What follows belongs to an exercise in optimizing a design on an open flow for small area; a production flow would make more cautious choices.
Only simulation tests tie the RTL to the original design; equivalence was not proved.

==> flow/design.v <==
module n2t_prog_rom (
    input  wire [2:0]  index,
    output reg  [4:0]  len,
    output reg  [15:0] seq0,
    output reg  [15:0] seq1,
    output reg  [23:0] cnum
);
    always @* begin
        case (index)
            3'd0: begin len = 5'd1;  seq0 = 16'h0000; seq1 = 16'h0000; cnum = 24'd10000000; end
            3'd1: begin len = 5'd4;  seq0 = 16'h0006; seq1 = 16'h0003; cnum = 24'd2500000;  end
            3'd2: begin len = 5'd8;  seq0 = 16'h00AA; seq1 = 16'h000F; cnum = 24'd1250000;  end
            3'd3: begin len = 5'd16; seq0 = 16'h8001; seq1 = 16'hFFFF; cnum = 24'd625000;   end
            3'd4: begin len = 5'd1;  seq0 = 16'h0001; seq1 = 16'h0000; cnum = 24'd10000000; end
            3'd5: begin len = 5'd3;  seq0 = 16'h0005; seq1 = 16'h0003; cnum = 24'd3333333;  end
            3'd6: begin len = 5'd12; seq0 = 16'h0A5C; seq1 = 16'h03F0; cnum = 24'd833333;   end
            default: begin len = 5'd7; seq0 = 16'h005A; seq1 = 16'h0033; cnum = 24'd1428571; end
        endcase
    end
endmodule
module n2t_gt #(
    parameter W = 64
) (
    input  wire [W-1:0] a,
    input  wire [W-1:0] b,
    output wire         gt
);
    wire [W:0] c;
    assign c[0] = 1'b0;
    genvar i;
    generate
        for (i = 0; i < W; i = i + 1) begin : g
            assign c[i+1] = (a[i] & ~b[i]) | (a[i] & c[i]) | (~b[i] & c[i]);
        end
    endgenerate
    assign gt = c[W];
endmodule
module n2t_add #(
    parameter W  = 64,
    parameter WB = 24
) (
    input  wire [W-1:0]  a,
    input  wire [WB-1:0] b,
    output wire [W-1:0]  s,
    output wire          co
);
    wire [W:0] c;
    assign c[0] = 1'b0;
    genvar i;
    generate
        for (i = 0; i < W; i = i + 1) begin : g
            if (i < WB) begin : g_fa
                assign s[i]   = a[i] ^ b[i] ^ c[i];
                assign c[i+1] = (a[i] & b[i]) | (a[i] & c[i]) | (b[i] & c[i]);
            end else begin : g_ha
                assign s[i]   = a[i] ^ c[i];
                assign c[i+1] = a[i] & c[i];
            end
        end
    endgenerate
    assign co = c[W];
endmodule
module n2t_div (
    input  wire [23:0] num,
    input  wire [15:0] den,
    output wire [23:0] q
);
    wire [16*25-1:0] R;
    assign R[16*24 +: 16] = 16'd0;
    genvar i;
    generate
        for (i = 0; i < 24; i = i + 1) begin : st
            localparam integer W  = (24 - i) < 17 ? (24 - i) : 17;
            localparam integer RW = W < 16 ? W : 16;
            wire [W-1:0] a;
            wire [W-1:0] d;
            wire         hi;
            if (W == 1) begin : g_a1
                assign a = num[i];
            end else begin : g_an
                assign a = {R[16*(i+1) +: W-1], num[i]};
            end
            if (W == 17) begin : g_d17
                assign d  = {1'b0, den};
                assign hi = 1'b0;
            end else if (W == 16) begin : g_d16
                assign d  = den;
                assign hi = 1'b0;
            end else begin : g_dn
                assign d  = den[W-1:0];
                assign hi = |den[15:W];
            end
            wire [W:0] t = {1'b0, a} - {1'b0, d};
            assign q[i] = ~hi & ~t[W];
            wire [RW-1:0] r = q[i] ? t[RW-1:0] : a[RW-1:0];
            if (RW == 16) begin : g_r16
                assign R[16*i +: 16] = r;
            end else begin : g_rn
                assign R[16*i +: 16] = {{(16-RW){1'b0}}, r};
            end
        end
    endgenerate
endmodule
module n2t_button #(
    parameter [63:0] INTERVAL = 64'd200
) (
    input  wire        clk,
    input  wire        rst,
    input  wire [63:0] now,
    input  wire [1:0]  pin,
    output reg  [1:0]  state,
    output reg  [1:0]  changed,
    output reg  [1:0]  state_n,
    output reg  [1:0]  changed_n
);
    reg [1:0]  last;
    reg [2:0]  run0, run1;
    reg [63:0] next_tick;
    wire        sample;
    wire [63:0] next_tick_inc;
    wire        co_unused;
    n2t_gt  #(.W(64))          u_gt  (.a(now), .b(next_tick), .gt(sample));
    n2t_add #(.W(64), .WB(8))  u_add (.a(next_tick), .b(INTERVAL[7:0]),
                                      .s(next_tick_inc), .co(co_unused));
    wire [1:0] full = {run1 == 3'd7, run0 == 3'd7};
    wire [1:0] same = ~(pin ^ last);
    always @* begin
        state_n   = state;
        changed_n = 2'b00;
        if (sample) begin
            if (same[0] && full[0] && pin[0] != state[0]) begin
                state_n[0] = pin[0]; changed_n[0] = 1'b1;
            end
            if (same[1] && full[1] && pin[1] != state[1]) begin
                state_n[1] = pin[1]; changed_n[1] = 1'b1;
            end
        end
    end
    always @(posedge clk) begin
        if (rst) begin
            last      <= 2'b00;
            run0      <= 3'd7;
            run1      <= 3'd7;
            state     <= 2'b00;
            changed   <= 2'b00;
            next_tick <= now;
        end else begin
            if (sample) begin
                last      <= pin;
                run0      <= !same[0] ? 3'd1 : full[0] ? 3'd7 : run0 + 3'd1;
                run1      <= !same[1] ? 3'd1 : full[1] ? 3'd7 : run1 + 3'd1;
                next_tick <= next_tick_inc;
            end
            state   <= state_n;
            changed <= changed_n;
        end
    end
endmodule
module n2t_out_channel (
    input  wire        clk,
    input  wire        rst,
    input  wire [4:0]  dsat,         
    input  wire        wrap,         
    input  wire        cmd_set,      
    input  wire        cmd_rev,      
    input  wire [15:0] cmd_value,
    output reg         data_pin,
    output reg         enable_pin,
    output reg         reverse
);
    localparam [1:0] ST_IDLE = 2'd0, ST_PAUSE = 2'd1, ST_DATASET = 2'd2, ST_ENABLESET = 2'd3;
    reg [1:0]  st;
    reg [15:0] data;
    reg [4:0]  slot_n;    
    reg [4:0]  wait_n;    
    wire [3:0] slot = slot_n[4] ? 4'd15 : slot_n[3:0];
    wire [3:0] k    = slot ^ {4{reverse}};
    wire       due  = dsat >= wait_n;
    always @(posedge clk) begin
        if (rst) begin
            st         <= ST_IDLE;
            data       <= 16'h0000;
            slot_n     <= 5'd0;
            reverse    <= 1'b0;
            data_pin   <= 1'b0;
            enable_pin <= 1'b0;
        end else if (cmd_set || cmd_rev) begin
            if (cmd_set) data <= cmd_value;
            if (cmd_rev) reverse <= ~reverse;
            slot_n  <= 5'd0;
            st      <= ST_PAUSE;
            wait_n  <= 5'd1;
        end else if (st != ST_IDLE) begin
            if (!due) begin
                wait_n <= wait_n - dsat;
            end else begin
                wait_n <= wrap ? 5'd0 : 5'd21;
                case (st)
                    ST_PAUSE: begin
                        data_pin <= data[k];
                        if (!slot_n[4]) slot_n <= slot_n + 5'd1;
                        st <= ST_DATASET;
                    end
                    ST_DATASET: begin
                        enable_pin <= 1'b1;
                        st <= ST_ENABLESET;
                    end
                    default: begin   
                        enable_pin <= 1'b0;
                        if (slot_n[4] && slot_n[0]) begin
                            st <= ST_IDLE;
                        end else begin
                            if (slot_n[4]) slot_n <= 5'd17;
                            st <= ST_PAUSE;
                        end
                    end
                endcase
            end
        end
    end
endmodule
module n2t_in_channel (
    input  wire        clk,
    input  wire        rst,
    input  wire [4:0]  dsat,
    input  wire        wrap,         
    input  wire        data_in,
    input  wire        cmd_ack,      
    output reg         load_pin,
    output reg         shift_pin,
    output reg         clock_pin,
    output reg  [15:0] data,
    output wire [15:0] data_mirrored,
    output reg         data_changed
);
    localparam [1:0] ST_IDLE = 2'd0, ST_LOADING = 2'd1, ST_SHIFTOFF = 2'd2, ST_CLOCKON = 2'd3;
    reg [1:0]  st;
    reg [14:0] temp_data;
    reg [3:0]  bit_count;
    reg [3:0]  wait_n;
    wire [15:0] temp_data_n = {temp_data, data_in};
    wire        due = dsat >= {1'b0, wait_n};
    genvar i;
    generate
        for (i = 0; i < 16; i = i + 1) begin : g_mir
            assign data_mirrored[i] = data[15 - i];
        end
    endgenerate
    always @(posedge clk) begin
        if (rst) begin
            st           <= ST_IDLE;
            data         <= 16'h0000;
            temp_data    <= 15'h0000;
            bit_count    <= 4'd0;
            data_changed <= 1'b0;
            wait_n       <= 4'd1;
            load_pin     <= 1'b0;
            shift_pin    <= 1'b0;
            clock_pin    <= 1'b0;
        end else begin
            if (cmd_ack) data_changed <= 1'b0;
            if (!due) begin
                wait_n <= wait_n - dsat[3:0];
            end else begin
                wait_n <= wrap ? 4'd0 : 4'd11;
                case (st)
                    ST_IDLE: begin
                        load_pin  <= 1'b1;
                        shift_pin <= 1'b0;
                        clock_pin <= 1'b0;
                        st        <= ST_LOADING;
                    end
                    ST_LOADING: begin
                        load_pin  <= 1'b0;
                        shift_pin <= 1'b1;
                        st        <= ST_SHIFTOFF;
                    end
                    ST_SHIFTOFF: begin
                        clock_pin <= 1'b0;
                        temp_data <= temp_data_n[14:0];
                        if (bit_count == 4'd15) begin
                            data_changed <= (temp_data_n != data);
                            data         <= temp_data_n;
                            bit_count    <= 4'd0;
                            st           <= ST_IDLE;
                        end else begin
                            bit_count <= bit_count + 4'd1;
                            st        <= ST_CLOCKON;
                        end
                    end
                    default: begin   
                        clock_pin <= 1'b1;
                        st        <= ST_SHIFTOFF;
                    end
                endcase
            end
        end
    end
endmodule
module n2t_clock_seq (
    input  wire        clk,
    input  wire        rst,
    input  wire [63:0] now,
    input  wire [1:0]  btn_state,
    input  wire [1:0]  btn_changed,
    input  wire        cmd_cfreq,
    input  wire        cmd_cauto,
    input  wire        cmd_csync,
    input  wire        cmd_csynco,
    input  wire        cmd_psel,
    input  wire        cmd_pfreq,
    input  wire        cmd_pauto,
    input  wire        cmd_idx,      
    input  wire [15:0] cmd_imm,
    input  wire [2:0]  cmd_op,       
    output reg  [1:0]  clk_out,
    output reg  [1:0]  clk_mode,
    output reg  [15:0] clk_freq0,
    output reg  [15:0] clk_freq1,
    output wire [7:0]  cur_prog,
    output reg  [1:0]  seq_mode
);
    localparam [1:0] SEQ_MANUAL = 2'd0, SEQ_ONESHOT = 2'd1, SEQ_AUTO = 2'd2;
    reg [2:0]  prog;
    reg [63:0] clk_base0, clk_base1, seq_base;
    reg        clk_pend0, clk_pend1, seq_pend;
    reg [22:0] clk_tps0, clk_tps1;
    reg [23:0] seq_tps;
    reg [15:0] seq_freq;
    reg [3:0]  seq_step;
    assign cur_prog = {5'd0, prog};
    wire [4:0]  cur_len, sel_len;
    wire [15:0] cur_s0_unused, cur_s1_unused, sel_s0_unused, sel_s1_unused;
    wire [23:0] cur_cnum, sel_cnum, act_cnum_unused;
    n2t_prog_rom u_rom_cur (.index(prog), .len(cur_len),
                            .seq0(cur_s0_unused), .seq1(cur_s1_unused), .cnum(cur_cnum));
    n2t_prog_rom u_rom_sel (.index(cmd_imm[2:0]), .len(sel_len),
                            .seq0(sel_s0_unused), .seq1(sel_s1_unused), .cnum(sel_cnum));
    wire [2:0]  prog_n = cmd_psel ? cmd_imm[2:0] : prog;
    wire [4:0]  act_len;
    wire [15:0] act_seq0, act_seq1;
    n2t_prog_rom u_rom_act (.index(prog_n), .len(act_len),
                            .seq0(act_seq0), .seq1(act_seq1), .cnum(act_cnum_unused));
    wire [23:0] div_num = cmd_op[2] ? (cmd_op[0] ? cur_cnum : 24'd5000000) : sel_cnum;
    wire [15:0] div_den = cmd_op[2] ? cmd_imm : seq_freq;
    wire [23:0] new_tps;
    n2t_div u_div (.num(div_num), .den(div_den), .q(new_tps));
    wire        sync   = (cmd_csync || cmd_csynco) && prog == 3'd0;
    wire        synco  = cmd_csynco && prog == 3'd0;
    wire [63:0] clk_next0, clk_next1, seq_next;
    wire [2:0]  co_unused;
    n2t_add #(.W(64), .WB(23)) u_add0 (.a(clk_base0), .b(clk_tps0 & {23{clk_pend0}}),
                                       .s(clk_next0), .co(co_unused[0]));
    wire [63:0] base1 = sync ? clk_next0 : clk_base1;
    wire [22:0] add1  = synco ? clk_tps0 : sync ? 23'd0 : (clk_tps1 & {23{clk_pend1}});
    n2t_add #(.W(64), .WB(23)) u_add1 (.a(base1), .b(add1),
                                       .s(clk_next1), .co(co_unused[1]));
    n2t_add #(.W(64), .WB(24)) u_adds (.a(seq_base), .b(seq_tps & {24{seq_pend}}),
                                       .s(seq_next), .co(co_unused[2]));
    wire due0, due1, dues;
    n2t_gt #(.W(64)) u_gt0 (.a(now), .b(clk_next0), .gt(due0));
    n2t_gt #(.W(64)) u_gt1 (.a(now), .b(clk_next1), .gt(due1));
    n2t_gt #(.W(64)) u_gts (.a(now), .b(seq_next),  .gt(dues));
    wire cauto0 = cmd_cauto && !cmd_idx;
    wire cauto1 = cmd_cauto && cmd_idx;
    reg [1:0]  clk_st_n, clk_mode_n;
    reg        fire0, fire1;
    reg [1:0]  seq_mode_n;
    reg [3:0]  seq_step_n;
    reg        seq_fire, seq_start;
    reg        push;
    reg [3:0]  sig_k;
    reg [4:0]  step_inc;
    always @* begin
        clk_st_n   = clk_out;
        clk_mode_n = clk_mode ^ {cauto1, cauto0};
        fire0      = 1'b0;
        fire1      = 1'b0;
        seq_mode_n = seq_mode;
        seq_step_n = seq_step;
        seq_fire   = 1'b0;
        seq_start  = 1'b0;
        push       = 1'b0;
        sig_k      = 4'd0;
        if (sync) clk_st_n[1] = clk_out[0];
        if (cmd_psel) begin
            seq_step_n = 4'd0;
            seq_mode_n = SEQ_MANUAL;
        end
        if (cmd_pauto)
            seq_mode_n = (seq_mode == SEQ_MANUAL) ? SEQ_AUTO : SEQ_MANUAL;
        step_inc = {1'b0, seq_step_n} + 5'd1;
        if (prog_n == 3'd0) begin
            if (!clk_mode_n[0]) begin
                if (btn_changed[0]) clk_st_n[0] = btn_state[0];
            end else if (!cauto0 && due0) begin
                clk_st_n[0] = ~clk_st_n[0];
                fire0 = 1'b1;
            end
            if (!clk_mode_n[1]) begin
                if (btn_changed[1]) clk_st_n[1] = btn_state[1];
            end else if (!cauto1 && due1) begin
                clk_st_n[1] = ~clk_st_n[1];
                fire1 = 1'b1;
            end
        end else begin
            if (seq_mode_n == SEQ_MANUAL) begin
                if (btn_changed[0] && btn_state[0]) begin
                    seq_mode_n = SEQ_ONESHOT;
                    seq_start  = 1'b1;
                end
                if (btn_changed[1] && btn_state[1]) begin
                    seq_step_n = (step_inc == act_len) ? 4'd0 : step_inc[3:0];
                    push = 1'b1;
                end
            end else if (!cmd_pauto && dues) begin
                seq_step_n = (step_inc == act_len) ? 4'd0 : step_inc[3:0];
                if (seq_step_n == 4'd0 && seq_mode_n == SEQ_ONESHOT)
                    seq_mode_n = SEQ_MANUAL;
                seq_fire = 1'b1;
                push = 1'b1;
            end
            if (push) begin
                sig_k       = act_len[3:0] - seq_step_n - 4'd1;
                clk_st_n[0] = act_seq0[sig_k];
                clk_st_n[1] = act_seq1[sig_k];
            end
        end
    end
    always @(posedge clk) begin
        if (rst) begin
            clk_out   <= 2'b00;
            clk_mode  <= 2'b00;
            clk_base0 <= now;
            clk_base1 <= now;
            clk_pend0 <= 1'b0;
            clk_pend1 <= 1'b0;
            clk_tps0  <= 23'd500;
            clk_tps1  <= 23'd500;
            clk_freq0 <= 16'd10000;
            clk_freq1 <= 16'd10000;
            prog      <= 3'd0;
            seq_mode  <= SEQ_MANUAL;
            seq_step  <= 4'd0;
            seq_base  <= now;
            seq_pend  <= 1'b0;
            seq_tps   <= 24'd1000;
            seq_freq  <= 16'd10000;
        end else begin
            clk_out   <= clk_st_n;
            clk_mode  <= clk_mode_n;
            clk_base0 <= cauto0 ? now : clk_next0;
            clk_base1 <= cauto1 ? now : clk_next1;
            clk_pend0 <= fire0;
            clk_pend1 <= fire1;
            if (cmd_cfreq && !cmd_idx) begin
                clk_freq0 <= cmd_imm;
                clk_tps0  <= new_tps[22:0];
            end
            if (cmd_cfreq && cmd_idx) begin
                clk_freq1 <= cmd_imm;
                clk_tps1  <= new_tps[22:0];
            end
            prog      <= prog_n;
            seq_mode  <= seq_mode_n;
            seq_step  <= seq_step_n;
            seq_base  <= (cmd_pauto || seq_start) ? now : seq_next;
            seq_pend  <= seq_fire;
            if (cmd_psel || cmd_pfreq) seq_tps <= new_tps;
            if (cmd_pfreq) seq_freq <= cmd_imm;
        end
    end
endmodule
module n2t_timing_engine (
    input  wire        clk,
    input  wire        rst,
    input  wire [63:0] tick,
    input  wire [1:0]  btn_in,
    input  wire        in_data,
    input  wire        cmd_valid,
    input  wire [31:0] cmd,
    output wire [1:0]  clk_out,
    output wire [3:0]  out_data,
    output wire [3:0]  out_enable,
    output wire        in_load,
    output wire        in_shift,
    output wire        in_clock,
    output wire [1:0]  btn_state,
    output wire [1:0]  btn_changed,
    output wire [1:0]  clk_mode,
    output wire [15:0] clk_freq0,
    output wire [15:0] clk_freq1,
    output wire [3:0]  out_reversed,
    output wire [15:0] in_word,
    output wire [15:0] in_word_mirrored,
    output wire        in_changed,
    output wire [7:0]  cur_prog,
    output wire [1:0]  seq_mode,
    output reg         cmd_ok
);
    localparam [63:0] BUTTON_UPDATE_INTERVAL = 64'd200;
    wire [15:0] imm = cmd[15:0];
    wire is_nop    = (cmd == 32'h00000000);
    wire is_oset   = ((cmd & 32'hFFFC0000) == 32'h01000000);
    wire is_orev   = ((cmd & 32'hFFFCFFFF) == 32'h02000000);
    wire is_psel   = ((cmd & 32'hFFFF0000) == 32'h03000000);
    wire is_cfreq  = ((cmd & 32'hFFFE0000) == 32'h04000000);
    wire is_pfreq  = ((cmd & 32'hFFFF0000) == 32'h05000000);
    wire is_cauto  = ((cmd & 32'hFFFEFFFF) == 32'h06000000);
    wire is_csync  = (cmd == 32'h07000000);
    wire is_csynco = (cmd == 32'h08000000);
    wire is_pauto  = (cmd == 32'h09000000);
    wire is_iack   = (cmd == 32'h0A000000);
    wire psel_ok  = is_psel  && (imm[15:3] == 13'd0);
    wire cfreq_ok = is_cfreq && (imm != 16'd0);
    wire pfreq_ok = is_pfreq && (imm != 16'd0);
    wire accepted = is_nop || is_oset || is_orev || psel_ok || cfreq_ok || pfreq_ok
                 || is_cauto || is_csync || is_csynco || is_pauto || is_iack;
    wire do_oset   = cmd_valid && is_oset;
    wire do_orev   = cmd_valid && is_orev;
    wire do_psel   = cmd_valid && psel_ok;
    wire do_cfreq  = cmd_valid && cfreq_ok;
    wire do_pfreq  = cmd_valid && pfreq_ok;
    wire do_cauto  = cmd_valid && is_cauto;
    wire do_csync  = cmd_valid && is_csync;
    wire do_csynco = cmd_valid && is_csynco;
    wire do_pauto  = cmd_valid && is_pauto;
    wire do_iack   = cmd_valid && is_iack;
    always @(posedge clk) begin
        if (rst)            cmd_ok <= 1'b1;
        else if (cmd_valid) cmd_ok <= accepted;
    end
    reg  [63:0] last_lim;
    reg         lim_ovf;
    wire [58:0] lim_hi;
    wire        tick_hi_ones;    
    n2t_add #(.W(59), .WB(1)) u_lim (.a(tick[63:5]), .b(1'b1), .s(lim_hi), .co(tick_hi_ones));
    always @(posedge clk) begin
        last_lim <= {lim_hi, tick[4:0]};
        lim_ovf  <= tick_hi_ones;
    end
    wire        below_lim;
    n2t_gt #(.W(64)) u_lim_gt (.a(last_lim), .b(tick), .gt(below_lim));
    wire [4:0]  dsat = (below_lim || lim_ovf) ? (tick[4:0] - last_lim[4:0]) : 5'd31;
    wire        wrap20 = tick_hi_ones && (tick[4:0] >= 5'd12);
    wire        wrap10 = tick_hi_ones && (tick[4:0] >= 5'd22);
    wire [1:0] btn_state_n, btn_changed_n;
    n2t_button #(.INTERVAL(BUTTON_UPDATE_INTERVAL)) u_btn (
        .clk       (clk),
        .rst       (rst),
        .now       (tick),
        .pin       (btn_in),
        .state     (btn_state),
        .changed   (btn_changed),
        .state_n   (btn_state_n),
        .changed_n (btn_changed_n)
    );
    n2t_clock_seq u_clock_seq (
        .clk         (clk),
        .rst         (rst),
        .now         (tick),
        .btn_state   (btn_state_n),
        .btn_changed (btn_changed_n),
        .cmd_cfreq   (do_cfreq),
        .cmd_cauto   (do_cauto),
        .cmd_csync   (do_csync),
        .cmd_csynco  (do_csynco),
        .cmd_psel    (do_psel),
        .cmd_pfreq   (do_pfreq),
        .cmd_pauto   (do_pauto),
        .cmd_idx     (cmd[16]),
        .cmd_imm     (imm),
        .cmd_op      (cmd[26:24]),
        .clk_out     (clk_out),
        .clk_mode    (clk_mode),
        .clk_freq0   (clk_freq0),
        .clk_freq1   (clk_freq1),
        .cur_prog    (cur_prog),
        .seq_mode    (seq_mode)
    );
    genvar i;
    generate
        for (i = 0; i < 4; i = i + 1) begin : g_out
            n2t_out_channel u_out (
                .clk        (clk),
                .rst        (rst),
                .dsat       (dsat),
                .wrap       (wrap20),
                .cmd_set    (do_oset && cmd[17:16] == i),
                .cmd_rev    (do_orev && cmd[17:16] == i),
                .cmd_value  (imm),
                .data_pin   (out_data[i]),
                .enable_pin (out_enable[i]),
                .reverse    (out_reversed[i])
            );
        end
    endgenerate
    n2t_in_channel u_in (
        .clk           (clk),
        .rst           (rst),
        .dsat          (dsat),
        .wrap          (wrap10),
        .data_in       (in_data),
        .cmd_ack       (do_iack),
        .load_pin      (in_load),
        .shift_pin     (in_shift),
        .clock_pin     (in_clock),
        .data          (in_word),
        .data_mirrored (in_word_mirrored),
        .data_changed  (in_changed)
    );
endmodule
==> flow/flow/run.sh <==
#!/bin/bash
# Layout flow: the standard flow (standard.sh), with one change to
# synthesis: ORFS's synthesis runs unchanged up to technology mapping, then
# ABC maps the divider (n2t_div, kept as its own module until the final
# flatten) with ORFS's area script and the rest of the design with a
# stronger area-recovery script (flow/area.abc). Registers are mapped by
# dfflibmap before ABC, exactly as in the standard synthesis.
set -euo pipefail
W=$(pwd)
F=$W/flow

# ORFS's synth.tcl with the ABC call split in two
python3 - "$FLOW_HOME/scripts/synth.tcl" "$W/synth_split.tcl" "$F" <<'PY'
import sys
src, dst, f = sys.argv[1:4]
s = open(src).read()
pre = "source $::env(SCRIPTS_DIR)/synth_preamble.tcl"
assert s.count(pre) == 1
s = s.replace(pre, pre + "\n"
    "set div_abc_args  [lreplace $abc_args 1 1 %s/div.abc]\n"
    "set rest_abc_args [lreplace $abc_args 1 1 %s/area.abc]\n" % (f, f))
call = "  log_cmd abc {*}$abc_args\n"
assert s.count(call) == 1
s = s.replace(call, "  log_cmd abc {*}$div_abc_args n2t_div\n"
                    "  log_cmd abc {*}$rest_abc_args n2t_timing_engine\n")
open(dst, "w").write(s)
PY

# The standard flow's synthesis script, sourcing the split copy
sed "s#source \$::env(SCRIPTS_DIR)/synth.tcl#source $W/synth_split.tcl#" synth_recipe.tcl > my_synth.tcl
grep -q "synth_split.tcl" my_synth.tcl

# The standard flow's config, keeping the divider as a module through synthesis
{ cat config.mk; echo "export SYNTH_KEEP_MODULES = n2t_div"; } > my_config.mk

sed -e "s#DESIGN_CONFIG=[^ ]*#DESIGN_CONFIG=$W/my_config.mk#" \
    -e "s#SYNTH_SCRIPT=[^ ]*#SYNTH_SCRIPT=$W/my_synth.tcl#" standard.sh > my_standard.sh
grep -q "my_synth.tcl" my_standard.sh
grep -q "my_config.mk" my_standard.sh

bash my_standard.sh finish > make_finish.log 2>&1
==> flow/flow/area.abc <==
strash
dc2
dch -f
amap
mfs2
strash
dch -f
amap
==> flow/flow/div.abc <==
strash
dch
map -B 0.9
topo
stime -c
buffer -c
upsize -c
dnsize -c
==> flow/standard.sh <==
#!/bin/bash
# synth_recipe.tcl (not shown) runs the flow's synth.tcl, then flattens the netlist and writes it again
# the make line also repeats each setting of config.mk as NAME=value (left out here)
make -C /OpenROAD-flow-scripts/flow DESIGN_CONFIG=/design/flow/config.mk WORK_HOME=/design/flow/orfs CLKGATE_MAP_FILE= SYNTH_SCRIPT=/design/flow/synth_recipe.tcl "${@:-finish}"
==> flow/config.mk <==
export PLATFORM = sky130hd
export DESIGN_NAME = n2t_timing_engine
export DESIGN_NICKNAME = n2t_timing_engine
export VERILOG_FILES = /design/flow/design.v
export SDC_FILE = /design/flow/constraint.sdc
export NUM_CORES = 4
export LEC_CHECK = 0
export ABC_AREA = 1
export CAP_MARGIN = 20
export CORE_MARGIN = 2
export CORE_UTILIZATION = 40
export SLEW_MARGIN = 20
==> flow/constraint.sdc <==
create_clock -name core_clock -period 70.0 [get_ports {clk}]
set_input_delay 14.0000 -clock core_clock [delete_from_list [all_inputs] [get_ports {clk}]]
set_output_delay 14.0000 -clock core_clock [all_outputs]
set_load 0.01 [all_outputs]
==> results of run 1 <==
modules after synthesis, one instance, submodules excluded:
module | times used | cells inside
n2t_timing_engine | 1 | 3724
n2t_div | 1 | 2123
layout make-up:
type,instances,area share (%)
flip-flops and latches,637,25.5
diodes,2,0.00940
repair buffers,291,5.07
well taps,1512,3.55
multi-input cells,4438,56.0
clock buffers,113,4.14
inverters,717,5.14
repair inverters,1,0.00940
clock inverters,27,0.517
kinds of logic after synthesis:
group	after synthesis	synth area share (%)
AND/OR/NAND/NOR	1870	17.3
AO/OA/AOI/OAI	1746	24.3
buffers and inverters	783	6.82
adder cells (fa/ha/maj)	656	19.3
flip-flops	637	29.4
XOR/XNOR	154	2.92
other	1	0.00810
routing by layer:
| layer | vias up | wire length, microns | track usage (%) |
|---|---|---|---|
| li1 | 21500 | - | - |
| met1 | 19900 | 63500 | 30.4 |
| met2 | 909 | 65400 | 38.8 |
| met3 | 205 | 6060 | 2.55 |
| met4 | 0 | 3950 | 7.17 |
| met5 | - | 0 | 0 |
timing repair:
item / CTS / global route
gates resized for setup: 0 / 74
buffers inserted: 0 / 29
hold buffers: 0 / 0
setup endpoints to repair: 0 / 9
path summary, 6_finish.rpt:
check / slack [ns] / cells past startpoint / from / to
worst min-delay path: 0.46 / 2 / u_clock_seq.clk_tps0[17] / u_clock_seq.clk_tps0[17]
worst min register to register: 0.46 / 2 / u_clock_seq.clk_tps0[17] / u_clock_seq.clk_tps0[17]
worst max-delay path: 5.31 / 354 / cmd[0] / u_clock_seq.clk_tps1[0]
worst max register to register: 19.02 / 353 / u_clock_seq.prog[1] / u_clock_seq.clk_tps1[0]
synth_stat cells (61+ instances only):
cell type / count / area share (%)
fa_1: 96 / 4.2
o221ai_1: 108 / 2.0
o21ai_0: 225 / 2.4
clkinv_1: 393 / 3.2
a22oi_1: 150 / 2.4
dfxtp_1: 553 / 24
nand3_1: 153 / 1.7
nor2_1: 753 / 6.1
inv_1: 312 / 2.5
nand2_1: 686 / 5.6
o22ai_1: 222 / 3.0
a221oi_1: 61 / 1.2
xor2_1: 110 / 2.1
edfxtp_1: 84 / 5.5
ha_1: 560 / 15
a21oi_1: 546 / 5.9
o21bai_1: 76 / 1.2
flip-flops by register name, indices dropped and copies added (netlist names), 8 cells and up:
register / count
g_out.u_out.data: 64
u_btn.next_tick: 64
last_lim: 64
u_clock_seq.clk_base1: 64
g_out.u_out.st: 8
u_clock_seq.clk_freq1: 16
u_in.data: 16
g_out.u_out.wait_n: 20
u_clock_seq.clk_freq0: 16
u_clock_seq.seq_base: 64
u_clock_seq.clk_base0: 64
u_clock_seq.seq_freq: 16
u_clock_seq.clk_tps1: 23
u_in.temp_data: 15
g_out.u_out.slot_n: 20
u_clock_seq.clk_tps0: 23
u_clock_seq.seq_tps: 24
worst register-to-register path: cells and delay by family (launching register included):
| family | cells | cell delay, ns |
|---|---|---|
| buffers and inverters | 32 | 3.39 |
| AND/OR/NAND/NOR | 129 | 14.36 |
| flip-flops | 1 | 0.45 |
| AO/OA/AOI/OAI | 168 | 24.38 |
| adder cells (fa/ha/maj) | 24 | 8.32 |
through the flow:
stage                     util, %  instance area (sq um)  setup WS, ns
after floorplan                 -                  46300          8.71
after global placement       43.9                  50300          1.66
after detailed placement     43.9                  50300        -0.157
after CTS                    46.1                  52700         0.327
after global routing         46.5                  53200        -0.284
final                        46.5                  53200          5.31
==> results.ini, run 1 <==
[route]
routed_wirelength_microns = 139000
postRouteAntennaNets = 0
route.detailed.vias_per_inst = 5.50
via_count = 42600
drt_iter0_markers = 2859
drt_pre_antenna_iters = 6
routedWlPerCell_microns = 18.0
detail_route.drc_violations = 0

[global_route]
grt.total_usage_pct = 22.9
antenna_found_initial = 1
grt_first_pass_wirelength_microns = 218000
grt_max_degree = 89
grt_pass1_vias = 40600
global_route.overflow_total = 0

[yosys]
netlist-cell-type-count = 78
avgSynthCellArea_sq_um = 7.91
yosys_warnings = 6
async_reset_ff_share_pct = 0
synth_area_sq_um = 46300
postSynth.topFlopCell = dfxtp_1
ys_ff_latch = 637
seq_area_frac_synth_pct = 29.4
synth_cells = 5847
synth_enable_flop_cells = 84

[final_layout]
post_layout_nonfiller_instances = 7738
final_layout_size_suffix_gt1_share_pct = 6.41
multi_input_comb_area_sq_um = 29800
final-seq-area_sq_um = 13600
n_fill_cell = 11400
commonest_non_fill_non_tap_cell_in_the_layout = nor2_1
mostFrequentLayoutCells = nor2_1, nand2_1, ha_1, dfxtp_1, a21oi_1
nNetsFinal = 6920
area_growth_pct = 15.0

[setup_path]
worstPathMaxFanout = 23
cpLargestDelayFamily = compound AO/OA/AOI/OAI gates
crit_required_ns = 70.50
crit_path_start_kind = input port
cp_slowest_cell = clkdlybuf4s50_1
critical_path.n_buffers_inverters = 34
crit_arrival_ns = 65.19
critical-path-max-stage-delay_ns = 0.71
critPathMostFrequentCell = nand2_1
critical_path.endpoint_type = register
path_class = in -> reg

[timing]
setup_total_negative_slack_ns = 0
clock_skew_ns = 0.0539
period_needed_ns = 64.69
timing.final.crit_share_pct = 92.4
slew_viol_final = 0
timing.fmax_mhz = 15.5
worst_slew_pin_slew_ns = 0.995
relSlewSlack_pct = 33.6
fin_hold_ws_ns = 0.460
setup_viol = 0
final_hold_viol_count = 0

[floorplan]
die_area_sq_um = 118000
initial_core_util_pct = 40.4
core-area_sq_um = 115000
die_width_microns = 344
fp.dieH_microns = 344
num_rows = 124
num_io_pins = 201

[clock_network]
clk_path_buf_depth = 3
clock_sinks = 637
worst_skew_pair.late_latency_ns = 0.67
clk_root_buffer_cell = clkbuf_16
cts-buffers-inserted = 76
clock_tree_from_tritoncts = done
cts_max_level = 3
clk_pin_slew_ns = 0.06

[job]
max_cap_violations = 0

[placement]
place.port_buffers = 195
place.gp.congestion = 0.918
placed_cells = 7559
hpwl_microns = 102000

[status]
run_status = complete, no violations

[hold_path]
hold_path_class = reg -> reg

==> run 2, diff against run 1 <==
--- a/flow/flow/run.sh
+++ b/flow/flow/run.sh
@@ -31,7 +31,12 @@
 grep -q "synth_split.tcl" my_synth.tcl
 
 # The standard flow's config, keeping the divider as a module through synthesis
-{ cat config.mk; echo "export SYNTH_KEEP_MODULES = n2t_div"; } > my_config.mk
+{
+    cat config.mk
+    echo "export SYNTH_KEEP_MODULES = n2t_div"
+    # clock tree: larger sink clusters, no dummy loads
+    echo "export CTS_ARGS = -sink_clustering_enable -repair_clock_nets -dont_use_dummy_load -sink_clustering_size 24 -sink_clustering_max_diameter 150"
+} > my_config.mk
 
 sed -e "s#DESIGN_CONFIG=[^ ]*#DESIGN_CONFIG=$W/my_config.mk#" \
     -e "s#SYNTH_SCRIPT=[^ ]*#SYNTH_SCRIPT=$W/my_synth.tcl#" standard.sh > my_standard.sh
==> run 2 against run 1 <==
Net effect: final cell count fell by 1.4%; register-to-register slack improved by 0.12 ns; first-iteration DRC count rose by 3.6%; utilization fell by 1.5 points; flip-flop and latch count did not move; hold slack improved by 0.0076 ns.
==> results.ini, run 2 <==
[route]
routed_wirelength_microns = 138000  ; was 139,000 microns
route.detailed.vias_per_inst = 5.52  ; was 5.50
via_count = 42100  ; was 42,600
drt_pre_antenna_iters = 6  ; unchanged
detail_route.drc_violations = 0  ; unchanged
postRouteAntennaNets = 0  ; unchanged
routedWlPerCell_microns = 18.0  ; about the same
drt_iter0_markers = 2961  ; was 2,859

[setup_path]
reg2reg_depth = 352  ; was 353
cp_slowest_cell = clkdlybuf4s50_1  ; unchanged
crit_path_start_kind = input port  ; unchanged
rr_endpoint = u_clock_seq.seq_tps[0]  ; was u_clock_seq.clk_tps1[0]
rr_startpoint = u_clock_seq.prog[1]  ; unchanged
critical_path.endpoint_type = register  ; unchanged
crit_arrival_ns = 65.05  ; was 65.19 ns
critical-path-max-stage-delay_ns = 0.49  ; was 0.71 ns
worstPathMaxFanout = 29  ; was 23
crit_cells = 352  ; was 354
path_class = in -> reg  ; unchanged
cpLargestDelayFamily = compound AO/OA/AOI/OAI gates  ; unchanged
crit_required_ns = 70.50  ; about the same
critical_path.n_buffers_inverters = 34  ; unchanged
critPathMostFrequentCell = nand2_1  ; unchanged
ff2ff_setup_slack_ns = 19.14  ; was 19.02 ns

[yosys]
synth_enable_flop_cells = 84  ; unchanged
avgSynthCellArea_sq_um = 7.91  ; unchanged
synth_cells = 5847  ; unchanged
yosys.cell_count.top_type = nor2_1  ; unchanged
netlist-cell-type-count = 78  ; unchanged
yosys_warnings = 6  ; unchanged
seq_area_frac_synth_pct = 29.4  ; unchanged
ys_top_cells_by_count = nor2_1, nand2_1, ha_1, dfxtp_1, a21oi_1  ; unchanged
ys_top_cells_by_area = dfxtp_1, ha_1, nor2_1, a21oi_1, nand2_1  ; unchanged
ys_ff_latch = 637  ; unchanged
synth_area_leader_cell = dfxtp_1  ; unchanged
synth_top_area_share_pct = 23.9  ; unchanged
async_reset_ff_share_pct = 0  ; unchanged
synth_area_sq_um = 46300  ; unchanged
postSynth.topFlopCell = dfxtp_1  ; unchanged

[hold_path]
hold_path_class = reg -> reg  ; unchanged
hold_end = u_clock_seq.clk_tps0[17]  ; unchanged
holdCritStartpoint = u_clock_seq.clk_tps0[17]  ; unchanged
worst_hold_path_cells = 2  ; unchanged

[timing]
period_needed_ns = 64.55  ; was 64.69 ns
clock_skew_ns = 0.0589  ; was 0.0539 ns
timing.fmax_mhz = 15.5  ; about the same
relSlewSlack_pct = 28.6  ; was 33.6%
final_hold_viol_count = 0  ; unchanged
worst_slew_pin_slew_ns = 1.06  ; was 0.995 ns
timing.final.crit_share_pct = 92.2  ; was 92.4%
setup_total_negative_slack_ns = 0  ; unchanged
setup_viol = 0  ; unchanged
fin_hold_ws_ns = 0.468  ; was 0.460 ns
final_worst_setup_slack_ns = 5.45  ; was 5.31 ns
slew_viol_final = 0  ; unchanged

[final_layout]
post-route-util_pct = 45.0  ; was 46.5%
commonest_non_fill_non_tap_cell_in_the_layout = nor2_1  ; unchanged
mostFrequentLayoutCells = nor2_1, nand2_1, ha_1, dfxtp_1, a21oi_1  ; unchanged
finalInstanceArea_sq_um = 51500  ; was 53,200 sq um
nNetsFinal = 6875  ; was 6,920
area_growth_pct = 11.3  ; was 15.0%
post_layout_nonfiller_instances = 7628  ; was 7,738
final_layout_size_suffix_gt1_share_pct = 5.09  ; was 6.41%
n_fill_cell = 11600  ; was 11,400

[clock_network]
clk_path_buf_depth = 3  ; unchanged
cts-buffers-inserted = 31  ; was 76
clock_sinks = 637  ; unchanged
clock_tree_from_tritoncts = done  ; unchanged
clk_root_buffer_cell = clkbuf_16  ; unchanged
clk_pin_slew_ns = 0.10  ; was 0.06 ns
cts_max_level = 1  ; was 3
worst_skew_pair.late_latency_ns = 0.68  ; was 0.67 ns
cts_hold_repair.buffers = 0  ; unchanged

[floorplan]
fp.dieH_microns = 344  ; unchanged
die_area_sq_um = 118000  ; unchanged
die_width_microns = 344  ; unchanged
initial_core_util_pct = 40.4  ; unchanged
num_rows = 124  ; unchanged
core-area_sq_um = 115000  ; unchanged
num_io_pins = 201  ; unchanged

[job]
max_cap_violations = 0  ; unchanged

[global_route]
antenna_found_initial = 1  ; unchanged
grt_first_pass_wirelength_microns = 217000  ; was 218,000 microns
grt_pass1_vias = 40000  ; was 40,600
grt.total_usage_pct = 22.5  ; was 22.9%
grt_max_degree = 89  ; unchanged
global_route.overflow_total = 0  ; unchanged

[placement]
dp_slack_ns = -0.157  ; unchanged
hpwl_microns = 102000  ; unchanged
placed_area_sq_um = 50300  ; unchanged
place.port_buffers = 195  ; unchanged
place.gp.congestion = 0.918  ; unchanged
placed_cells = 7559  ; unchanged

[status]
run_status = complete, no violations  ; unchanged

run 2: cell types whose count changed in the layout (fill, tap and decap cells not counted), sizes merged:
cell      delta
diode        -1
clkbuf      -82
inv          -7
clkinv      -16
bufinv       -1
clkinvlp     -3
run 2: per-layer routing:
| layer | GRT usage (%) | wire, microns |
|---|---|---|
| met3 | 1.76 | 5460 |
| met5 | 0 | 0 |
| met2 | 38.7 | 65100 |
| met1 | 30.5 | 63300 |
| met4 | 5.77 | 3720 |
run 2: worst max-delay path by stage:
stage / slack (ns) / from / endpoint
CTS: 0.37 / cmd[26] / u_clock_seq.clk_tps1[0]
detailed placement: -0.16 / cmd[26] / u_clock_seq.clk_tps1[0]
finish: 5.45 / cmd[26] / u_clock_seq.seq_tps[0]
global placement: 1.66 / cmd[26] / u_clock_seq.clk_tps1[0]
floorplan: 8.71 / cmd[0] / u_clock_seq.clk_tps0[0]
global route: -0.25 / cmd[26] / u_clock_seq.clk_tps1[0]
run 2: cell type report:
class	count	area, sq um	share of cell area, %
multi-input combinational	4438	29800	57.9
sequential	637	13600	26.4
inverter	717	2740	5.31
timing repair buffer	291	2700	5.24
tap	1512	1890	3.67
clock buffer	31	776	1.51
timing repair inverter	1	5.00	0.00972
antenna	1	2.50	0.00486
run 2: logic make-up (layout without fill, tap and decap cells):
family / count (synthesis) / in the layout / share of synthesized area [%]
and+or+nand+nor: 1870 / 1875 / 17.3
adders and majority gates: 656 / 656 / 19.3
other: 1 / 6 / 0.00810
buffers and inverters: 783 / 1040 / 6.82
AOI/OAI and AO/OA: 1746 / 1748 / 24.3
xor gates and xnor gates: 154 / 154 / 2.92
DFF: 637 / 637 / 29.4
run 2: timing repair:
| action | 4_1_cts | 5_1_grt |
|---|---|---|
| setup buffers | 0 | 29 |
| resized for setup | 0 | 73 |
| endpoints found under the setup margin | 0 | 9 |
run 2: Yosys stat by module (local to each module, per instance):
module             flip-flops and latches  cells  copies in the design  cell area (sq um)
n2t_div                                 0   2123                     1              13100
n2t_timing_engine                     637   3724                     1              33100
run 2: worst register-to-register path: cells and delay by family, from the launching register on:
kind	cells	cell delay [ns]
AO/OA/AOI/OAI	165	24.14
adder cells (fa/ha/maj)	24	8.15
buffers and inverters	31	3.27
flip-flops	1	0.47
AND/OR/NAND/NOR	132	14.72
==> run 3, diff against run 2 <==
--- a/flow/design.v
+++ b/flow/design.v
@@ -329,19 +329,19 @@
     reg [15:0] seq_freq;
     reg [3:0]  seq_step;
     assign cur_prog = {5'd0, prog};
-    wire [4:0]  cur_len, sel_len;
-    wire [15:0] cur_s0_unused, cur_s1_unused, sel_s0_unused, sel_s1_unused;
-    wire [23:0] cur_cnum, sel_cnum, act_cnum_unused;
-    n2t_prog_rom u_rom_cur (.index(prog), .len(cur_len),
-                            .seq0(cur_s0_unused), .seq1(cur_s1_unused), .cnum(cur_cnum));
-    n2t_prog_rom u_rom_sel (.index(cmd_imm[2:0]), .len(sel_len),
-                            .seq0(sel_s0_unused), .seq1(sel_s1_unused), .cnum(sel_cnum));
     wire [2:0]  prog_n = cmd_psel ? cmd_imm[2:0] : prog;
     wire [4:0]  act_len;
     wire [15:0] act_seq0, act_seq1;
+    wire [23:0] act_cnum_unused;
     n2t_prog_rom u_rom_act (.index(prog_n), .len(act_len),
                             .seq0(act_seq0), .seq1(act_seq1), .cnum(act_cnum_unused));
-    wire [23:0] div_num = cmd_op[2] ? (cmd_op[0] ? cur_cnum : 24'd5000000) : sel_cnum;
+    wire [2:0]  num_idx = cmd_op[2] ? prog : cmd_imm[2:0];
+    wire [4:0]  num_len_unused;
+    wire [15:0] num_s0_unused, num_s1_unused;
+    wire [23:0] num_cnum;
+    n2t_prog_rom u_rom_num (.index(num_idx), .len(num_len_unused),
+                            .seq0(num_s0_unused), .seq1(num_s1_unused), .cnum(num_cnum));
+    wire [23:0] div_num = (cmd_op[2] && !cmd_op[0]) ? 24'd5000000 : num_cnum;
     wire [15:0] div_den = cmd_op[2] ? cmd_imm : seq_freq;
     wire [23:0] new_tps;
     n2t_div u_div (.num(div_num), .den(div_den), .q(new_tps));
--- a/flow/flow/run.sh
+++ b/flow/flow/run.sh
@@ -35,7 +35,7 @@
     cat config.mk
     echo "export SYNTH_KEEP_MODULES = n2t_div"
     # clock tree: larger sink clusters, no dummy loads
-    echo "export CTS_ARGS = -sink_clustering_enable -repair_clock_nets -dont_use_dummy_load -sink_clustering_size 24 -sink_clustering_max_diameter 150"
+    echo "export CTS_ARGS = -sink_clustering_enable -repair_clock_nets -dont_use_dummy_load -sink_clustering_size 16 -sink_clustering_max_diameter 120"
 } > my_config.mk
 
 sed -e "s#DESIGN_CONFIG=[^ ]*#DESIGN_CONFIG=$W/my_config.mk#" \
==> run 3 against run 2 <==
Net effect: non-clock buffer count is 15 lower; highest routed layer is now met5; fmax fell by 0.21%; critical path type unchanged; largest cell class unchanged; flip-flop and latch count stayed put; final cell count is 0.89% lower; clock-buffer cell count increased by 15.
==> results.ini, run 3 <==
[clock_network]
cts_hold_repair.buffers = 0  ; unchanged
cts-buffers-inserted = 46  ; was 31
clock_sinks = 637  ; unchanged
clock_tree_from_tritoncts = done  ; unchanged
clk_root_buffer_cell = clkbuf_16  ; unchanged
cts_max_level = 2  ; was 1
clk_pin_slew_ns = 0.07  ; was 0.10 ns
worst_skew_pair.late_latency_ns = 0.63  ; was 0.68 ns
clk_path_buf_depth = 3  ; unchanged

[route]
postRouteAntennaNets = 0  ; unchanged
drt_iter0_markers = 3197  ; was 2,961
route.detailed.vias_per_inst = 5.56  ; was 5.52
detail_route.drc_violations = 0  ; unchanged
drt_pre_antenna_iters = 6  ; unchanged
via_count = 42100  ; about the same
routedWlPerCell_microns = 17.8  ; was 18.0 microns
routed_wirelength_microns = 134000  ; was 138,000 microns

[final_layout]
n_fill_cell = 11400  ; was 11,600
finalInstanceArea_sq_um = 51700  ; was 51,500 sq um
nNetsFinal = 6806  ; was 6,875
post-route-util_pct = 45.1  ; was 45.0%
mostFrequentLayoutCells = nand2_1, nor2_1, ha_1, dfxtp_1, a21oi_1  ; was nor2_1, nand2_1, ha_1, dfxtp_1, a21oi_1
final_layout_size_suffix_gt1_share_pct = 5.44  ; was 5.09%
final-seq-area_sq_um = 13600  ; unchanged
multi_input_comb_area_sq_um = 29800  ; about the same
area_growth_pct = 11.8  ; was 11.3%
commonest_non_fill_non_tap_cell_in_the_layout = nand2_1  ; was nor2_1

[timing]
final_hold_viol_count = 0  ; unchanged
timing.final.crit_share_pct = 92.4  ; was 92.2%
timing.fmax_mhz = 15.5  ; about the same
worst_slew_pin_slew_ns = 1.06  ; about the same
period_needed_ns = 64.68  ; was 64.55 ns
final_worst_setup_slack_ns = 5.32  ; was 5.45 ns
clock_skew_ns = 0.0380  ; was 0.0589 ns
slew_viol_final = 0  ; unchanged
setup_viol = 0  ; unchanged
setup_total_negative_slack_ns = 0  ; unchanged
relSlewSlack_pct = 29.1  ; was 28.6%

[yosys]
ys_ff_latch = 637  ; unchanged
synth_area_leader_cell = dfxtp_1  ; unchanged
seq_area_frac_synth_pct = 29.4  ; about the same
netlist-cell-type-count = 78  ; unchanged
synth_area_sq_um = 46200  ; was 46,300 sq um
yosys.cell_count.top_type = nand2_1  ; was nor2_1
postSynth.topFlopCell = dfxtp_1  ; unchanged
ys_top_cells_by_count = nand2_1, nor2_1, ha_1, dfxtp_1, a21oi_1  ; was nor2_1, nand2_1, ha_1, dfxtp_1, a21oi_1
synth_top_area_share_pct = 23.9  ; about the same
ys_top_cells_by_area = dfxtp_1, ha_1, nand2_1, a21oi_1, edfxtp_1  ; was dfxtp_1, ha_1, nor2_1, a21oi_1, nand2_1
synth_enable_flop_cells = 84  ; unchanged
synth_cells = 5782  ; was 5,847
async_reset_ff_share_pct = 0  ; unchanged
avgSynthCellArea_sq_um = 7.99  ; was 7.91 sq um
yosys_warnings = 6  ; unchanged

[global_route]
antenna_found_initial = 6  ; was 1
grt_first_pass_wirelength_microns = 211000  ; was 217,000 microns
global_route.overflow_total = 0  ; unchanged
grt.total_usage_pct = 21.9  ; was 22.5%
grt_max_degree = 106  ; was 89
grt_pass1_vias = 39100  ; was 40,000

[placement]
dp_slack_ns = 0.263  ; was -0.157 ns
placed_area_sq_um = 50100  ; was 50,300 sq um
place.gp.congestion = 0.958  ; was 0.918
hpwl_microns = 99000  ; was 102,000 microns
place.port_buffers = 195  ; unchanged

[floorplan]
die_area_sq_um = 118000  ; about the same
num_rows = 124  ; unchanged
num_io_pins = 201  ; unchanged
initial_core_util_pct = 40.4  ; about the same
die_width_microns = 344  ; about the same
core-area_sq_um = 115000  ; unchanged
fp.dieH_microns = 344  ; about the same

[job]
max_cap_violations = 0  ; unchanged

[status]
run_status = complete, no violations  ; unchanged

[setup_path]
path_class = in -> reg  ; unchanged
worstPathMaxFanout = 25  ; was 29
crit_path_start_kind = input port  ; unchanged
crit_arrival_ns = 65.20  ; was 65.05 ns
ff2ff_setup_slack_ns = 19.19  ; was 19.14 ns
critical-path-max-stage-delay_ns = 0.81  ; was 0.49 ns
crit_required_ns = 70.52  ; was 70.50 ns
critPathMostFrequentCell = nand2_1  ; unchanged
critical_path.endpoint_type = register  ; unchanged
cp_slowest_cell = o22ai_1  ; was clkdlybuf4s50_1

[hold_path]
hold_path_class = reg -> reg  ; unchanged

run 3: cell types whose count changed in the layout (fill, tap and decap cells not counted), sizes merged, moves of 10 or more:
cell    previous run  this run
a21oi            564       546
nand2            704       750
nor2             760       670
buf               97        82
o22a              28        10
a22o               2        23
a211oi            53        25
a31oi             47        28
clkbuf            31        46
o21ai            277       287
o221a             39        57
a32oi              1        16
run 3: final cells by class:
class                           instances  area share, %
Tap cell                             1512           3.66
Multi-Input combinational cell       4377           57.6
Inverter                              710           5.22
Antenna cell                            2        0.00969
Sequential cell                       637           26.3
Timing Repair Buffer                  276           4.98
Clock buffer                           46           2.23
run 3: layer usage:
metal | wire length, microns | up-vias | global-route usage (%)
li1 | - | 21100 | -
met1 | 63400 | 19800 | 30.6
met2 | 61100 | 925 | 35.9
met3 | 6320 | 164 | 2.25
met4 | 3480 | 4 | 5.54
met5 | 27 | - | 0
run 3: repair_timing:
item / in CTS / in global routing
setup endpoints to repair: 0 / 9
hold endpoints to repair: 0 / 0
buffers inserted: 0 / 26
resized for setup: 0 / 65
run 3: worst max-delay path, delay by kind of cell:
family                     cells  cell delay [ns]
adders and majority gates     24             8.25
and+or+nand+nor              128            13.44
AOI/OAI and AO/OA            167            24.85
buffers and inverters         35             4.53
run 3: cells by family (layout without fill, tap and decap cells):
logic type	after synthesis	count (layout)	share of synthesized area [%]
AOI/OAI and AO/OA	1739	1739	24.5
buffers and inverters	776	1032	6.83
adders and majority gates	656	656	19.3
DFF	637	637	29.4
and+or+nand+nor	1818	1822	17.0
xor gates and xnor gates	155	155	2.94
other	1	7	0.00811
run 3: worst paths after layout:
check | from | endpoint | depth (start not counted)
worst max-delay path | cmd[1] | u_clock_seq.seq_tps[0] | 354
worst min-delay path | g_out[0].u_out.data[12] | g_out[0].u_out.data[12] | 2
worst max register to register | u_clock_seq.prog[0] | u_clock_seq.seq_tps[0] | 354
worst min register to register | g_out[0].u_out.data[12] | g_out[0].u_out.data[12] | 2
run 3: through the flow:
stage                     std cells  hold WS [ns]
after floorplan                5786         0.421
after global placement         7482         0.438
after detailed placement       7482         0.437
after CTS                      7528         0.446
after global routing           7560         0.466
final                          7560         0.445
run 3: modules after synthesis (local to each module, per instance):
module	times used	flip-flops and latches	cells inside
n2t_div	1	0	2123
n2t_timing_engine	1	637	3659
==> run 4, diff against run 3 <==
--- a/flow/flow/run.sh
+++ b/flow/flow/run.sh
@@ -35,7 +35,7 @@
     cat config.mk
     echo "export SYNTH_KEEP_MODULES = n2t_div"
     # clock tree: larger sink clusters, no dummy loads
-    echo "export CTS_ARGS = -sink_clustering_enable -repair_clock_nets -dont_use_dummy_load -sink_clustering_size 16 -sink_clustering_max_diameter 120"
+    echo "export CTS_ARGS = -sink_clustering_enable -repair_clock_nets -dont_use_dummy_load -sink_clustering_size 20 -sink_clustering_max_diameter 100"
 } > my_config.mk
 
 sed -e "s#DESIGN_CONFIG=[^ ]*#DESIGN_CONFIG=$W/my_config.mk#" \
--- a/flow/config.mk
+++ b/flow/config.mk
@@ -8,5 +8,5 @@
 export ABC_AREA = 1
 export CAP_MARGIN = 20
 export CORE_MARGIN = 2
-export CORE_UTILIZATION = 40
+export CORE_UTILIZATION = 65
 export SLEW_MARGIN = 20
==> run 4 against run 3 <==
Net effect: register-to-register slack worse by 0.08 ns; still clean on timing, DRC and antenna; sequential share of layout area up 0.50 points; non-clock buffer count down 6; utilization up 27 points; worst setup slack worse by 0.19 ns; fmax down 0.29%.
==> results.ini, run 4 <==
[status]
run_status = complete, no violations  ; unchanged

[hold_path]
holdCritStartpoint = g_out[0].u_out.data[12]  ; unchanged
worst_hold_path_cells = 2  ; unchanged
hold_path_class = reg -> reg  ; unchanged
hold_end = g_out[0].u_out.data[12]  ; unchanged

[timing]
slew_viol_final = 0  ; unchanged
setup_viol = 0  ; unchanged
final_worst_setup_slack_ns = 5.13  ; was 5.32 ns
timing.fmax_mhz = 15.4  ; was 15.5 MHz
final_hold_viol_count = 0  ; unchanged
period_needed_ns = 64.87  ; was 64.68 ns
relSlewSlack_pct = 31.9  ; was 29.1%
clock_skew_ns = 0.0898  ; was 0.0380 ns
timing.final.crit_share_pct = 92.7  ; was 92.4%
worst_slew_pin_slew_ns = 1.02  ; was 1.06 ns

[floorplan]
fp.dieH_microns = 271  ; was 344 microns
num_io_pins = 201  ; unchanged
num_rows = 97  ; was 124
die_area_sq_um = 73300  ; was 118,000 sq um
initial_core_util_pct = 65.8  ; was 40.4%
core-area_sq_um = 70300  ; was 115,000 sq um
die_width_microns = 271  ; was 344 microns

[final_layout]
nNetsFinal = 6793  ; was 6,806
n_fill_cell = 5812  ; was 11,400
commonest_non_fill_non_tap_cell_in_the_layout = nand2_1  ; unchanged
mostFrequentLayoutCells = nand2_1, nor2_1, ha_1, dfxtp_1, a21oi_1  ; unchanged
area_growth_pct = 9.70  ; was 11.8%
final-seq-area_sq_um = 13600  ; unchanged
multi_input_comb_area_sq_um = 29700  ; was 29,800 sq um
post_layout_nonfiller_instances = 6974  ; was 7,560
final_layout_size_suffix_gt1_share_pct = 5.06  ; was 5.44%

[global_route]
grt_first_pass_wirelength_microns = 205000  ; was 211,000 microns
grt_max_degree = 160  ; was 106
grt.total_usage_pct = 33.8  ; was 21.9%
grt_pass1_vias = 40200  ; was 39,100
global_route.overflow_total = 0  ; unchanged
antenna_found_initial = 3  ; was 6

[route]
route.detailed.vias_per_inst = 6.12  ; was 5.56
routedWlPerCell_microns = 18.4  ; was 17.8 microns
drt_iter0_markers = 3399  ; was 3,197
detail_route.drc_violations = 0  ; unchanged
via_count = 42700  ; was 42,100
postRouteAntennaNets = 0  ; unchanged
drt_pre_antenna_iters = 6  ; unchanged
routed_wirelength_microns = 128000  ; was 134,000 microns

[yosys]
postSynth.topFlopCell = dfxtp_1  ; unchanged
async_reset_ff_share_pct = 0  ; unchanged
synth_enable_flop_cells = 84  ; unchanged
yosys.cell_count.top_type = nand2_1  ; unchanged
synth_area_leader_cell = dfxtp_1  ; unchanged
synth_cells = 5782  ; unchanged
yosys_warnings = 6  ; unchanged
synth_area_sq_um = 46200  ; unchanged
seq_area_frac_synth_pct = 29.4  ; unchanged
ys_ff_latch = 637  ; unchanged
ys_top_cells_by_area = dfxtp_1, ha_1, nand2_1, a21oi_1, edfxtp_1  ; unchanged
netlist-cell-type-count = 78  ; unchanged
ys_top_cells_by_count = nand2_1, nor2_1, ha_1, dfxtp_1, a21oi_1  ; unchanged
avgSynthCellArea_sq_um = 7.99  ; unchanged
synth_top_area_share_pct = 23.9  ; unchanged

[clock_network]
cts_max_level = 2  ; unchanged
clock_tree_from_tritoncts = done  ; unchanged
clk_root_buffer_cell = clkbuf_16  ; unchanged
clk_path_buf_depth = 3  ; unchanged
worst_skew_pair.late_latency_ns = 0.61  ; was 0.63 ns
clock_sinks = 637  ; unchanged
clk_pin_slew_ns = 0.09  ; was 0.07 ns
cts-buffers-inserted = 39  ; was 46

[setup_path]
crit_path_start_kind = input port  ; unchanged
path_class = in -> reg  ; unchanged
critical-path-max-stage-delay_ns = 0.48  ; was 0.81 ns
critPathMostFrequentCell = nand2_1  ; unchanged
rr_endpoint = u_clock_seq.clk_tps1[0]  ; was u_clock_seq.seq_tps[0]
ff2ff_setup_slack_ns = 19.11  ; was 19.19 ns
crit_required_ns = 70.43  ; was 70.52 ns
crit_arrival_ns = 65.30  ; was 65.20 ns
worstPathMaxFanout = 25  ; unchanged
critical_path.endpoint_type = register  ; unchanged
rr_startpoint = u_clock_seq.prog[0]  ; unchanged
reg2reg_depth = 357  ; was 354
cp_slowest_cell = clkdlybuf4s50_1  ; was o22ai_1

[placement]
dp_slack_ns = 0.941  ; was 0.263 ns
placed_cells = 6907  ; was 7,482
place.port_buffers = 195  ; unchanged
place.gp.congestion = 0.984  ; was 0.958
hpwl_microns = 93400  ; was 99,000 microns

[job]
max_cap_violations = 0  ; unchanged

## run 4: how the worst max path moves through the flow
stage             from                      end  slack (ns)  cells after the start
6_report       cmd[26]  u_clock_seq.clk_tps1[0]        5.13                    360
5_1_grt        cmd[26]  u_clock_seq.clk_tps1[0]       -0.16                    362
4_1_cts        cmd[26]  u_clock_seq.clk_tps1[0]        1.42                    359
3_5_place_dp   cmd[26]  u_clock_seq.clk_tps1[0]        0.94                    359
3_3_place_gp   cmd[26]   u_clock_seq.seq_tps[0]        3.34                    358
2_1_floorplan  cmd[26]   u_clock_seq.seq_tps[0]        8.77                    370
## run 4: repair_timing
action | CTS | global route
setup endpoints to repair | 0 | 9
setup buffers | 0 | 23
gates resized for setup | 0 | 52
hold buffers | 0 | 0
## run 4: modules after synthesis, one instance, submodules excluded
module             area [sq um]  flip-flops and latches  times used  cells
n2t_timing_engine         33000                     637           1   3659
n2t_div                   13200                       0           1   2123
## run 4: cell families (layout without fill, tap and decap cells)
kind of cell,Yosys count,count (layout),synth area share (%)
simple gates,1818,1821,17.0
compound gates,1739,1739,24.5
buf+inv,776,1020,6.83
fa+ha+maj,656,656,19.3
flops,637,637,29.4
xor+xnor,155,155,2.94
other cells,1,6,0.00811
## run 4: layer usage
| layer | wire [microns] | track usage, % | vias up |
|---|---|---|---|
| met3 | 8310 | 4.24 | 298 |
| met1 | 55600 | 44.3 | 20000 |
| met2 | 59400 | 57.2 | 1314 |
| li1 | - | - | 21100 |
| met5 | 25 | 0 | - |
| met4 | 4980 | 11.8 | 4 |
## run 4: worst max-delay path, delay by kind of cell
kind	cells	cell delay (ns)
AOI/OAI and AO/OA	166	24.20
and+or+nand+nor	130	13.91
adders and majority gates	24	8.07
buffers and inverters	40	4.92
## run 4: per-stage QoR
step	utilization, %	hold slack (ns)	area, sq um	setup TNS [ns]
after detailed placement	70.2	0.437	49400	0
after floorplan	-	0.421	46200	0
final	72.2	0.450	50700	0
after CTS	71.6	0.449	50300	0
after global placement	70.2	0.429	49400	0
after global routing	72.2	0.467	50700	-0.389
## run 4: area by class of cell
class,instances,area share [%]
diodes,1,0.00493
clock buffers,39,1.92
inverters,710,5.32
multi-input cells,4376,58.6
flip-flops and latches,637,26.8
well taps,940,2.32
repair buffers,270,5.00
repair inverters,1,0.00987
==> run 5, diff against run 4 <==
--- a/flow/config.mk
+++ b/flow/config.mk
@@ -8,5 +8,5 @@
 export ABC_AREA = 1
 export CAP_MARGIN = 20
 export CORE_MARGIN = 2
-export CORE_UTILIZATION = 65
+export CORE_UTILIZATION = 40
 export SLEW_MARGIN = 20
==> run 5 against run 4 <==
Net effect: non-clock buffer count rose by 8; routed wire length rose by 4.1%; first-iteration DRC count fell by 4.9%; synthesized area did not move; hold slack got worse by 0.0054 ns; via count fell by 1.7%; critical endpoint is now u_clock_seq.seq_tps[0]; critical path type unchanged; register-to-register slack improved by 0.14 ns; flip-flop and latch count did not move; still clean; highest routed layer unchanged; critical path depth fell by 3.
==> results.ini, run 5 <==
[timing]
setup_total_negative_slack_ns = 0  ; unchanged
final_hold_viol_count = 0  ; unchanged
period_needed_ns = 64.60  ; was 64.87 ns
clock_skew_ns = 0.0692  ; was 0.0898 ns
timing.final.crit_share_pct = 92.3  ; was 92.7%
worst_slew_pin_slew_ns = 1.05  ; was 1.02 ns
slew_viol_final = 0  ; unchanged
relSlewSlack_pct = 29.6  ; was 31.9%

[route]
drt_pre_antenna_iters = 5  ; was 6
drt_iter0_markers = 3231  ; was 3,399

[yosys]
avgSynthCellArea_sq_um = 7.99  ; unchanged
yosys.cell_count.top_type = nand2_1  ; unchanged
synth_enable_flop_cells = 84  ; unchanged
synth_area_sq_um = 46200  ; unchanged
postSynth.topFlopCell = dfxtp_1  ; unchanged
ys_top_cells_by_area = dfxtp_1, ha_1, nand2_1, a21oi_1, edfxtp_1  ; unchanged
synth_cells = 5782  ; unchanged

[placement]
hpwl_microns = 99000  ; was 93,400 microns

[setup_path]
worstPathMaxFanout = 25  ; unchanged
ff2ff_setup_slack_ns = 19.25  ; was 19.11 ns
cpLargestDelayFamily = compound AO/OA/AOI/OAI gates  ; unchanged
critical_path.endpoint_type = register  ; unchanged
critPathCapture = u_clock_seq.seq_tps[0]  ; was u_clock_seq.clk_tps1[0]
reg2reg_depth = 354  ; was 357
cp_slowest_cell = clkdlybuf4s50_1  ; unchanged
path_class = in -> reg  ; unchanged

[hold_path]
hold_path_class = reg -> reg  ; unchanged

[global_route]
grt.total_usage_pct = 21.7  ; was 33.8%
global_route.overflow_total = 0  ; unchanged
grt_pass1_vias = 38800  ; was 40,200
grt_first_pass_wirelength_microns = 210000  ; was 205,000 microns
grt_max_degree = 106  ; was 160

[floorplan]
die_area_sq_um = 118000  ; was 73,300 sq um
num_rows = 124  ; was 97
core-area_sq_um = 115000  ; was 70,300 sq um
die_width_microns = 344  ; was 271 microns
fp.dieH_microns = 344  ; was 271 microns
initial_core_util_pct = 40.4  ; was 65.8%
num_io_pins = 201  ; unchanged

[final_layout]
finalInstanceArea_sq_um = 51500  ; was 50,700 sq um
area_growth_pct = 11.4  ; was 9.70%
mostFrequentLayoutCells = nand2_1, nor2_1, ha_1, dfxtp_1, a21oi_1  ; unchanged
nNetsFinal = 6800  ; was 6,793

[clock_network]
clk_path_buf_depth = 3  ; unchanged
clock_tree_from_tritoncts = done  ; unchanged
clk_root_buffer_cell = clkbuf_16  ; unchanged

[job]
max_cap_violations = 0  ; unchanged

[status]
run_status = complete, no violations  ; unchanged

[run 5: cell type report]
cell class | instances | area share [%]
well taps | 1512 | 3.67
flip-flops and latches | 637 | 26.4
diodes | 3 | 0.0146
clock buffers | 38 | 1.85
multi-input cells | 4377 | 57.8
inverters | 710 | 5.24
repair buffers | 278 | 5.02
[run 5: kinds of logic (layout without fill, tap and decap cells)]
group           after synthesis  count (layout)  share of synthesized area (%)
compound gates             1739            1739                           24.5
xor+xnor                    155             155                           2.94
buf+inv                     776            1026                           6.83
flops                       637             637                           29.4
other cells                   1               8                        0.00811
fa+ha+maj                   656             656                           19.3
simple gates               1818            1822                           17.0
[run 5: layer usage]
metal | vias up | global-route usage (%) | routed length [microns]
met2 | 953 | 35.6 | 60500
met1 | 19700 | 30.5 | 63300
met5 | - | 0 | 34
met3 | 169 | 1.91 | 6020
met4 | 6 | 5.63 | 3670
li1 | 21100 | - | -
[run 5: tightest hold or removal path: cells and delay by family (launching register included)]
kind / cells / cell delay (ns)
AO/OA/AOI/OAI: 1 / 0.05
buffers and inverters: 1 / 0.05
flip-flops: 1 / 0.31
[run 5: repair_timing]
action / CTS / global route
setup buffers: 0 / 28
hold buffers: 0 / 0
gates resized for setup: 0 / 67
endpoints found under the setup margin: 0 / 9
[run 5: Yosys stat by module (local to each module, per instance)]
| module | flip-flops and latches | times used | cell area [sq um] | cells |
|---|---|---|---|---|
| n2t_div | 0 | 1 | 13200 | 2123 |
| n2t_timing_engine | 637 | 1 | 33000 | 3659 |
[run 5: stage by stage]
step           util, %  std cells
2_1_floorplan        -       5786
3_3_place_gp      43.7       7482
3_5_place_dp      43.7       7482
4_1_cts           44.6       7520
5_1_grt           45.0       7555
6_report          45.0       7555
[run 5: worst min path at each step]
stage / start / slack [ns] / end / cells after the start
after floorplan: g_out[0].u_out.data[12] / 0.42 / g_out[0].u_out.data[12] / 2
after global placement: g_out[0].u_out.data[12] / 0.44 / g_out[0].u_out.data[12] / 2
after detailed placement: g_out[0].u_out.data[12] / 0.44 / g_out[0].u_out.data[12] / 2
after CTS: g_out[0].u_out.data[12] / 0.45 / g_out[0].u_out.data[12] / 2
after global routing: g_out[0].u_out.data[12] / 0.47 / g_out[0].u_out.data[12] / 2
final: g_out[0].u_out.data[12] / 0.44 / g_out[0].u_out.data[12] / 2

## static timing again, ports no longer ideal
Ports are ideal in the flow. The routed layouts listed here were re-timed in OpenROAD. Step 1 (the two cells are an assumption about what drives the block):
set clk [get_ports {clk}]
set_driving_cell -lib_cell sky130_fd_sc_hd__clkbuf_16 $clk
set_driving_cell -lib_cell sky130_fd_sc_hd__buf_2 [delete_from_list [all_inputs] $clk]
Step 2 times the ports against the registers' clock, not the clock port: input delays grow and output delays shrink by t, the midpoint of the rising clock arrivals with the driver on. a / b / c = ideal / step 1 / step 2; a / b = the first two.
run	t, ns	setup slack, ns	worst setup path after step 2	pins driven straight from the clock port
run 1	0.722	5.308 / 5.349 / 4.627	input to register	1
run 2	0.715	5.453 / 5.494 / 4.779	input to register	1
run 3	0.682	5.319 / 5.364 / 4.682	input to register	1
run 4	0.631	5.132 / 5.179 / 4.547	input to register	1
run 5	0.650	5.404 / 5.449 / 4.799	input to register	1
After both steps setup and hold are still met in every run listed. For run 1, which loses most, drivers alone change the setup slack by +0.041 ns; drivers and shift together by -0.681 ns.
